Context: an optimization exercise on an open-source flow, tuned for small area, a short achievable clock period and few clock cycles. The choices shown serve that exercise and are no tape-out recipe. Only simulation tests tie the RTL to the original design; equivalence was not proved. Power and IR drop assume default switching activity.

==> flow/design.v <==
module qvm_core (
    input             clk,
    input             rst,
    input             start,
    input      [31:0] start_csx,
    input      [31:0] start_len,
    output            idle,
    output reg        mem_req,
    output reg        mem_we,
    output reg [15:0] mem_addr,
    output reg  [7:0] mem_wdata,
    input             mem_ready,
    input       [7:0] mem_rdata,
    output reg        ev_valid,
    output reg  [3:0] ev_kind,
    output reg [31:0] ev_data,
    output            in_req,
    output      [3:0] in_sel,
    input             in_valid,
    input      [31:0] in_data,
    output reg        halt_valid,
    output reg  [2:0] halt_reason,
    output reg [31:0] ec
);
    localparam [7:0] R_X0  = 8'd0;
    localparam [7:0] R_X1  = 8'd1;
    localparam [7:0] R_CSX = 8'd16;
    localparam [7:0] R_IPX = 8'd17;
    localparam [7:0] R_CLX = 8'd18;
    localparam [7:0] R_SSX = 8'd19;
    localparam [7:0] R_SPX = 8'd20;
    localparam [7:0] R_SLX = 8'd21;
    localparam [7:0] R_AX  = 8'd22;
    localparam [7:0] R_SX  = 8'd23;
    localparam [7:0] R_FX  = 8'd24;
    localparam [2:0] H_EXIT    = 3'd1;
    localparam [2:0] H_ABORT   = 3'd2;
    localparam [2:0] H_DIVZERO = 3'd3;
    localparam [2:0] H_INVALID = 3'd4;
    localparam [2:0] H_EOC     = 3'd5;
    localparam [3:0] S_IDLE  = 4'd0;
    localparam [3:0] S_FETCH = 4'd1;
    localparam [3:0] S_EXEC  = 4'd2;
    localparam [3:0] S_DIV   = 4'd3;
    localparam [3:0] S_STORE = 4'd4;
    localparam [3:0] S_LOAD  = 4'd5;
    localparam [3:0] S_STR   = 4'd6;
    localparam [3:0] S_IN    = 4'd7;
    localparam [3:0] S_PUSH  = 4'd8;
    localparam [3:0] S_NEXT  = 4'd9;
    localparam [3:0] S_HANG  = 4'd10;
    reg  [3:0]  state;
    reg  [31:0] rf [0:24];
    reg  [31:0] ir;
    reg  [1:0]  fbyte;         
    reg  [2:0]  term;          
    reg  [7:0]  dest;          
    reg  [31:0] cnt;           
    reg         in_line;       
    reg  [7:0]  push_byte;
    reg  [5:0]  div_i;
    reg  [31:0] div_q;
    reg  [31:0] div_r;
    reg  [31:0] div_d;
    wire [7:0]  op    = ir[31:24];
    wire [7:0]  fb    = ir[23:16];
    wire [7:0]  fc    = ir[15:8];
    wire [7:0]  fd    = ir[7:0];
    wire [31:0] imm16 = {16'd0, ir[15:0]};
    wire [31:0] imm24 = {8'd0, ir[23:0]};
    wire [31:0] off16 = {16'd0, ir[23:8]};
    wire [31:0] rb = (fb < 8'd25) ? rf[fb[4:0]] : 32'd0;
    wire [31:0] rc = (fc < 8'd25) ? rf[fc[4:0]] : 32'd0;
    wire [31:0] rd = (fd < 8'd25) ? rf[fd[4:0]] : 32'd0;
    wire [31:0] csx = rf[16];
    wire [31:0] ipx = rf[17];
    wire [31:0] clx = rf[18];
    wire [31:0] spx = rf[20];
    wire [31:0] ax  = rf[22];
    wire [31:0] sx  = rf[23];
    wire [31:0] fx  = rf[24];
    wire [31:0] x0  = rf[0];
    wire [31:0] x1  = rf[1];
    wire [31:0] faddr = ipx + {30'd0, fbyte};
    wire        f_in  = (faddr[31:16] == 16'd0);
    wire [31:0] cmp_bc = (rb < rc) ? 32'd1 : (rb == rc) ? 32'd2 : 32'd4;
    wire [31:0] cmp_bi = (rb < imm16) ? 32'd1 : (rb == imm16) ? 32'd2 : 32'd4;
    wire [31:0] sub_v  = (fb == R_FX) ? cmp_bc : rb;
    wire [31:0] sub_w  = (fc == R_FX) ? cmp_bc : rc;
    wire [31:0] slx_new  = (op == 8'h01) ? imm16 : rc;
    wire [32:0] code_end = {1'b0, csx} + {1'b0, clx};
    wire        roll_any = (slx_new == 32'd0) || (clx == 32'd0) || !code_end[32];
    wire        roll_zero = (slx_new <= csx);
    wire [31:0] roll_ssx = roll_any ? code_end[31:0] : 32'd0;
    wire        roll_hang = !roll_any && !roll_zero;
    wire [31:0] saddr = x0 + cnt;
    wire        s_in  = (saddr[31:16] == 16'd0);
    wire [31:0] ipx_next = ipx + 32'd4;
    wire [31:0] bound    = csx + clx;
    wire [31:0] trap_t = (op == 8'h06) ? imm24 : rb;
    wire [31:0] mul_res = rb * ((op == 8'h14) ? imm16 : rc);
    wire [32:0] div_sh  = {div_r, div_q[31]};
    wire [32:0] div_sub = div_sh - {1'b0, div_d};
    assign idle   = (state == S_IDLE);
    assign in_req = (state == S_IN);
    assign in_sel = in_line ? 4'hF : sx[3:0];
    always @(*) begin
        mem_req   = 1'b0;
        mem_we    = 1'b0;
        mem_addr  = 16'd0;
        mem_wdata = 8'd0;
        case (state)
            S_FETCH: begin
                mem_req  = f_in;
                mem_addr = faddr[15:0];
            end
            S_STORE: begin
                mem_req   = 1'b1;
                mem_we    = 1'b1;
                mem_addr  = ax[15:0];
                mem_wdata = (op == 8'h03) ? fb : rb[7:0];
            end
            S_LOAD: begin
                mem_req  = 1'b1;
                mem_addr = ax[15:0];
            end
            S_STR: begin
                mem_req  = (cnt != x1) && s_in;
                mem_addr = saddr[15:0];
            end
            S_PUSH: begin
                mem_req   = (spx[31:16] == 16'd0);
                mem_we    = 1'b1;
                mem_addr  = spx[15:0];
                mem_wdata = push_byte;
            end
            default: ;
        endcase
    end
    integer i;
    always @(posedge clk) begin
        ev_valid   <= 1'b0;
        halt_valid <= 1'b0;
        if (rst) begin
            state   <= S_IDLE;
            ec      <= 32'd1;
            in_line <= 1'b0;
        end else begin
            case (state)
                S_IDLE: begin
                    if (start && start_len != 32'd0 && start_len[1:0] == 2'b00) begin
                        for (i = 0; i < 25; i = i + 1)
                            rf[i] <= 32'd0;
                        rf[16] <= start_csx;
                        rf[17] <= start_csx;
                        rf[18] <= start_len;
                        fbyte  <= 2'd0;
                        state  <= S_FETCH;
                    end
                end
                S_FETCH: begin
                    if (!f_in || mem_ready) begin
                        case (fbyte)
                            2'd0: ir[31:24] <= f_in ? mem_rdata : 8'd0;
                            2'd1: ir[23:16] <= f_in ? mem_rdata : 8'd0;
                            2'd2: ir[15:8]  <= f_in ? mem_rdata : 8'd0;
                            default: ir[7:0] <= f_in ? mem_rdata : 8'd0;
                        endcase
                        fbyte <= fbyte + 2'd1;
                        if (fbyte == 2'd3) begin
                            term  <= 3'd0;
                            state <= S_EXEC;
                        end
                    end
                end
                S_EXEC: begin
                    state <= S_NEXT;
                    case (op)
                        8'h00: ;
                        8'h01, 8'h02: begin
                            if (fb < 8'd25) rf[fb[4:0]] <= slx_new;
                            if (fb == R_SLX) begin
                                if (roll_hang)
                                    state <= S_HANG;
                                else
                                    rf[19] <= roll_ssx;
                            end
                        end
                        8'h03, 8'h04: begin
                            if (ax[31:16] == 16'd0) state <= S_STORE;
                        end
                        8'h05: begin
                            dest <= fb;
                            if (ax[31:16] == 16'd0)
                                state <= S_LOAD;
                            else if (fb < 8'd25)
                                rf[fb[4:0]] <= 32'd0;
                        end
                        8'h06, 8'h07: begin
                            if (trap_t == 32'd1) begin
                                if (sx == 32'd1) begin
                                    ec   <= x0;
                                    term <= H_EXIT;
                                end else if (sx == 32'd2) begin
                                    ec   <= 32'hFFFFFFFF;
                                    term <= H_ABORT;
                                end
                            end else if (trap_t == 32'd2) begin
                                if (sx >= 32'd1 && sx <= 32'd4) begin
                                    ev_valid <= 1'b1;
                                    ev_kind  <= sx[3:0];
                                    ev_data  <= (sx == 32'd1) ? {24'd0, x0[7:0]} : x0;
                                end else if (sx == 32'd5) begin
                                    cnt   <= 32'd0;
                                    state <= S_STR;
                                end else if (sx >= 32'd6 && sx <= 32'd10) begin
                                    in_line <= 1'b0;
                                    state   <= S_IN;
                                end else if (sx == 32'd11) begin
                                    ev_valid <= 1'b1;
                                    ev_kind  <= 4'd11;
                                    ev_data  <= 32'd0;
                                end
                            end
                        end
                        8'h08, 8'h09, 8'h0A, 8'h0B: begin
                            case (op)
                                8'h08: if (fx == {24'd0, fd}) rf[17] <= csx + off16;
                                8'h09: if (fx == rd)          rf[17] <= csx + off16;
                                8'h0A: if (fx == imm16)       rf[17] <= csx + rb;
                                default: if (fx == rc)        rf[17] <= csx + rb;
                            endcase
                        end
                        8'h0C, 8'h0D, 8'h0E, 8'h0F: begin
                            case (op)
                                8'h0C: if (fx != {24'd0, fd}) rf[17] <= csx + off16;
                                8'h0D: if (fx != rd)          rf[17] <= csx + off16;
                                default: if (fx != rc)        rf[17] <= csx + rb;
                            endcase
                        end
                        8'h10: if (fb < 8'd25) rf[fb[4:0]] <= rb + imm16;
                        8'h11: if (fb < 8'd25) rf[fb[4:0]] <= rb + rc;
                        8'h12: begin
                            rf[24] <= cmp_bc;
                            if (fb < 8'd25) rf[fb[4:0]] <= sub_v - imm16;
                        end
                        8'h13: begin
                            rf[24] <= cmp_bc;
                            if (fb < 8'd25) rf[fb[4:0]] <= sub_v - sub_w;
                        end
                        8'h14, 8'h15: if (fb < 8'd25) rf[fb[4:0]] <= mul_res;
                        8'h16, 8'h17: begin
                            if (((op == 8'h16) ? imm16 : rc) == 32'd0) begin
                                term <= H_DIVZERO;
                            end else begin
                                dest  <= fb;
                                div_q <= rb;
                                div_r <= 32'd0;
                                div_d <= (op == 8'h16) ? imm16 : rc;
                                div_i <= 6'd0;
                                state <= S_DIV;
                            end
                        end
                        8'h18: if (fb < 8'd25) rf[fb[4:0]] <= rb & imm16;
                        8'h19: if (fb < 8'd25) rf[fb[4:0]] <= rb & rc;
                        8'h1A: if (fb < 8'd25) rf[fb[4:0]] <= rb | imm16;
                        8'h1B: if (fb < 8'd25) rf[fb[4:0]] <= rb | rc;
                        8'h1C: if (fb < 8'd25) rf[fb[4:0]] <= rb ^ imm16;
                        8'h1D: if (fb < 8'd25) rf[fb[4:0]] <= rb ^ rc;
                        8'h1E: if (fb < 8'd25) rf[fb[4:0]] <= rb << imm16[4:0];
                        8'h1F: if (fb < 8'd25) rf[fb[4:0]] <= rb << rc[4:0];
                        8'h20: if (fb < 8'd25) rf[fb[4:0]] <= rb >> imm16[4:0];
                        8'h21: if (fb < 8'd25) rf[fb[4:0]] <= rb >> rc[4:0];
                        8'h22: if (fb < 8'd25) rf[fb[4:0]] <= ~rb;
                        8'h23: rf[24] <= cmp_bi;
                        8'h24: rf[24] <= cmp_bc;
                        default: term <= H_INVALID;
                    endcase
                end
                S_DIV: begin
                    if (div_i == 6'd32) begin
                        if (dest < 8'd25) rf[dest[4:0]] <= div_q;
                        state <= S_NEXT;
                    end else begin
                        if (!div_sub[32]) begin
                            div_r <= div_sub[31:0];
                            div_q <= {div_q[30:0], 1'b1};
                        end else begin
                            div_r <= div_sh[31:0];
                            div_q <= {div_q[30:0], 1'b0};
                        end
                        div_i <= div_i + 6'd1;
                    end
                end
                S_STORE: begin
                    if (mem_ready) state <= S_NEXT;
                end
                S_LOAD: begin
                    if (mem_ready) begin
                        if (dest < 8'd25) rf[dest[4:0]] <= {24'd0, mem_rdata};
                        state <= S_NEXT;
                    end
                end
                S_STR: begin
                    if (cnt == x1) begin
                        ev_valid <= 1'b1;
                        ev_kind  <= 4'd12;
                        ev_data  <= x1;
                        state    <= S_NEXT;
                    end else if (!s_in || mem_ready) begin
                        ev_valid <= 1'b1;
                        ev_kind  <= 4'd5;
                        ev_data  <= {24'd0, s_in ? mem_rdata : 8'd0};
                        cnt      <= cnt + 32'd1;
                    end
                end
                S_IN: begin
                    if (in_valid) begin
                        if (!in_line) begin
                            rf[0] <= in_data;
                            if (sx == 32'd10 && in_data != 32'd0) begin
                                cnt     <= in_data;
                                in_line <= 1'b1;
                            end else begin
                                state <= S_NEXT;
                            end
                        end else begin
                            rf[20]    <= spx + 32'd1;
                            push_byte <= in_data[7:0];
                            cnt       <= cnt - 32'd1;
                            state     <= S_PUSH;
                        end
                    end
                end
                S_PUSH: begin
                    if (spx[31:16] != 16'd0 || mem_ready) begin
                        if (cnt == 32'd0) begin
                            in_line <= 1'b0;
                            state   <= S_NEXT;
                        end else begin
                            state <= S_IN;
                        end
                    end
                end
                S_NEXT: begin
                    rf[17] <= ipx_next;
                    fbyte  <= 2'd0;
                    if (term != 3'd0) begin
                        halt_valid  <= 1'b1;
                        halt_reason <= term;
                        state       <= S_IDLE;
                    end else if (ipx_next >= bound) begin
                        halt_valid  <= 1'b1;
                        halt_reason <= H_EOC;
                        state       <= S_IDLE;
                    end else begin
                        state <= S_FETCH;
                    end
                end
                S_HANG: ;
                default: state <= S_IDLE;
            endcase
        end
    end
endmodule
==> flow/run.sh <==
#!/bin/bash
# synth_recipe.tcl (not shown) runs the flow's synth.tcl, then flattens the netlist and writes it again
# the make line also repeats each setting of config.mk as NAME=value (left out here)
make -C /OpenROAD-flow-scripts/flow DESIGN_CONFIG=/design/flow/config.mk WORK_HOME=/design/flow/orfs CLKGATE_MAP_FILE= SYNTH_SCRIPT=/design/flow/synth_recipe.tcl finish
==> flow/config.mk <==
export PLATFORM = sky130hd
export DESIGN_NAME = qvm_core
export DESIGN_NICKNAME = qvm_core
export VERILOG_FILES = /design/flow/design.v
export SDC_FILE = /design/flow/constraint.sdc
export NUM_CORES = 4
export LEC_CHECK = 0
export CAP_MARGIN = 20
export CELL_PAD_IN_SITES_DETAIL_PLACEMENT = 1
export CELL_PAD_IN_SITES_GLOBAL_PLACEMENT = 2
export CORE_MARGIN = 2
export CORE_UTILIZATION = 35
export SLEW_MARGIN = 20
==> flow/constraint.sdc <==
create_clock -name core_clock -period 15.0 [get_ports {clk}]
set_input_delay 3.0000 -clock core_clock [delete_from_list [all_inputs] [get_ports {clk}]]
set_output_delay 3.0000 -clock core_clock [all_outputs]
set_load 0.01 [all_outputs]
==> impl_metrics.yaml <==
outcome:
  outcome: "finished clean"
drt:
  wirelength_microns: 865400
  viasPerCell: 6.997
  drc: 0
  antenna_left: 0
  wl_per_cell_microns: 49.55
  dr.pass1.iters: 8
  vias: 122200
  drt-initial-drc-count: 19870
setup_path:
  reg2reg_depth: 36
  rrSetupSlack_ns: 1.50
  cp_num_buf_inv: 11
  timing.rr.end: "rf[28][29]$_DFFE_PP_"
  crit_family: "compound AO/OA/AOI/OAI gates"
  crit_fanout: 37
  cp_common_cell: "inv_1"
  cp_data_arrival_time_ns: 14.07
  startpoint_type: "flop"
  critical_path_class: "flop to flop"
  cp-end-kind: "flop"
  cp_slowest_cell: "dfxtp_4"
  worstPathRequired_ns: 15.57
  cpPeakStageDelay_ns: 0.87
sta:
  hold_slack_ns: 0.4990
  slew_violations: 0
  setup_ws_ns: 1.504
  fin_crit_sh_pct: 89.98
  finalHoldViolations: 0
  fin_crit_ns: 13.50
  worst_pin_slew_ns: 1.343
  slew_headroom_pct: 7.892
  setup_tns_ns: 0
  setup_viol: 0
  fin_worst_skew_ns: 0.1012
  fmax_ghz: 0.07409
  rsz0062_at_grt: "false"
synth:
  yosys-top-cells-area: "edfxtp_1 (31%), mux4_2 (13%), fa_1 (6.9%)"
  synth.distinct_cells: 110
  synthCells: 12340
  ys_top_cells_by_count: "nor2_1 (1661), edfxtp_1 (1250), nand2_1 (1076), inv_1 (738), mux4_2 (717)"
  syn_area_per_cell_sq_um: 9.853
  synth-edff-count: 1250
  yosys.area.top_type: "edfxtp_1"
  syn_area_sq_mm: 0.1215
  ys_ff_latch: 1304
  seq_area_frac_synth_pct: 31.77
  synth_top_flop_cell: "edfxtp_1"
  synth_top_area_share_pct: 30.88
  ys_warn_count: 1
  async_flop_share_pct: 0
  yosysMostFrequentCell: "nor2_1"
placement:
  place.port_buffers: 213
  dp_cells: 17050
  place_congestion: 1.106
  pre_cts_slack_ns: 2.254
  dpl_cell_area_sq_mm: 0.1326
  hpwl_microns: 659200
flow_run:
  drv_cap: 0
cts:
  cts_tree: "built"
  clock_latency_ns: 0.96
  post_cts_buffers: 0
  htreeDepth: 4
  clkSlewWorstSetupHoldPaths_ns: 0.07
  cts_root_buf: "clkbuf_16"
  cts_sinks: 1304
  numCtsBuffers: 169
  cts_buffer_depth: 4
  cts_resized: 0
  cts_hold_buf: 0
floorplan:
  die_width_microns: 593.3
  start_util_pct: 35.13
  rows: 216
  die_h_microns: 593.3
  die_area_sq_mm: 0.3520
  core_sq_mm: 0.3459
  io_pins: 214
pwr:
  leakagePower_nw: 52.77
  vdd_drop_max_v: 0.0001059
  power.density_mw_per_mm2: 86.50
layout:
  finalNonFillerCells: 17460
  multi_input_area_sq_mm: 0.07748
  fin_area_sq_mm: 0.1386
  synthToLayoutAreaGrowth_pct: 14.00
  regArea_sq_mm: 0.03865
  fillers: 38630
  layout.nets: 13720
  drive_above_1_share_pct: 15.71
worst_hold_path:
  min_from: "ec[31]$_SDFFE_PP0P_"
  holdPathStages: 2
  hp-class: "flop to flop"
  min_to: "ec[31]$_SDFFE_PP0P_"
global_routing:
  global_route.usage.total_pct: 48.30
  overflow: 0
  grt_max_degree: 133
  grt_pass1_vias: 118300
  grt_pass1_wl_microns: 1139000
  antenna_found_initial: 125
==> cells in the final DEF, fill, tap and decap left out, types with 52 or more instances in the layout <==
cell type	Yosys	routed
ha_1	536	536
o21bai_1	63	63
inv_1	738	733
xor2_1	169	169
clkbuf_16	0	171
nand2_1	1076	1050
a22oi_1	230	222
conb_1	1	224
o22ai_1	168	167
diode_2	0	94
o21ai_0	576	570
o211ai_1	67	67
nand4_1	137	137
fa_1	418	418
mux2_2	54	54
a21oi_1	531	526
a31oi_1	62	60
edfxtp_1	1250	1250
nand3_1	287	284
xnor2_1	359	358
nand2b_1	73	73
and3_1	69	68
a211oi_1	104	102
a21o_1	141	140
clkdlybuf4s50_1	0	212
nor2b_1	60	52
o21a_1	67	66
a22o_1	83	80
a221oi_1	76	75
nor4_1	111	105
buf_4	47	663
nor2_1	1661	1642
nor3_1	256	236
mux2i_1	443	439
mux4_2	717	717
==> where the power goes <==
group | internal [mW] | switching [mW]
Clock | 2.46 | 1.86
Sequential | 4.14 | 0.233
Combinational | 1.04 | 2.25
==> final cells by class <==
type / count / share of cell area (%)
sequential: 1304 / 27.90
timing repair buffer: 925 / 5.787
clock buffer: 210 / 3.237
multi-input combinational: 9494 / 55.92
antenna: 94 / 0.1698
tap: 4578 / 4.134
inverter: 763 / 2.071
clock inverter: 96 / 0.7883
==> flip-flops by register name, indices dropped and copies added, names as in the netlist, named ones only <==
| name | cells |
|---|---|
| ec | 32 |
| term | 3 |
| push_byte | 8 |
| div_r | 32 |
| rf | 1024 |
| div_q | 32 |
| ev_kind | 4 |
| div_d | 32 |
| ev_data | 32 |
| cnt | 32 |
| ir | 32 |
| ev_valid | 1 |
| state | 4 |
| div_i | 6 |
| dest | 8 |
| fbyte | 2 |
| halt_valid | 1 |
| halt_reason | 3 |
| in_line | 1 |
==> through the flow <==
stage	power, mW	util [%]
global placement	7.494	38.27
detailed placement	7.537	38.32
CTS	11.80	39.93
finish	11.99	40.06
global route	12.09	40.01
floorplan	5.949	-
==> tightest hold or removal path, cell delays in order (launching register included) <==
cell     delay [ns]
dfxtp_1        0.31
nor2_1         0.10
nor3_1         0.05
==> kinds of logic after synthesis <==
logic type / after synthesis / share of synthesized area [%]
simple gates: 3961 / 14.38
compound gates: 2607 / 14.18
buf+inv: 1760 / 5.925
flops: 1304 / 31.77
mux: 1214 / 17.43
fa+ha+maj: 955 / 12.41
xor+xnor: 533 / 3.897
other cells: 1 / 0.003085
==> per-layer routing <==
metal	up-vias	wire length, microns	GRT usage [%]
met3	3054	95650	14.55
met1	63330	302200	56.30
li1	46000	-	-
met4	50	99510	43.86
met2	9769	367600	71.56
met5	-	378	0
==> worst max path at each step <==
stage,start,end,slack [ns],depth (start not counted)
after global placement,flop,rf[25][29]$_DFFE_PP_,1.69,32
after CTS,flop,rf[28][29]$_DFFE_PP_,2.19,32
after global routing,flop,rf[18][19]$_DFFE_PP_,1.46,37
after floorplan,rst,div_i[0]$_SDFFCE_PN0P_,4.19,3
after detailed placement,flop,rf[25][29]$_DFFE_PP_,2.25,32
final,flop,rf[28][29]$_DFFE_PP_,1.50,36
Testbench counts, summed over its fixed seeds: cycles 432,633.

what the ideal ports hide:
The flow's constraints put no driver on any port. The routed layout listed below was extracted and timed again, unchanged, in two steps.
Step 1: set_driving_cell puts a clkbuf_16 on clk and a buf_2 on each other input, an assumption about the parent block.
Step 2, shift: input delay + t, output delay - t, t = (earliest + latest rising clock arrival at the registers) / 2. This alone moves slack from input paths to output paths.
Three values: no drivers, after step 1, after step 2; two values: the first two.
shift t [ns]: 1.030
setup slack, ns: 1.504 / 1.504 / 1.504
hold slack, ns: 0.499 / 0.499 / 0.499
worst setup path at the end: register to register
latest minus earliest clock arrival (ns): 0.101 / 0.101
After both steps setup and hold are still met in this run. The setup slack of this run moves by 0.000 ns with the drivers and by 0.000 ns with both steps.
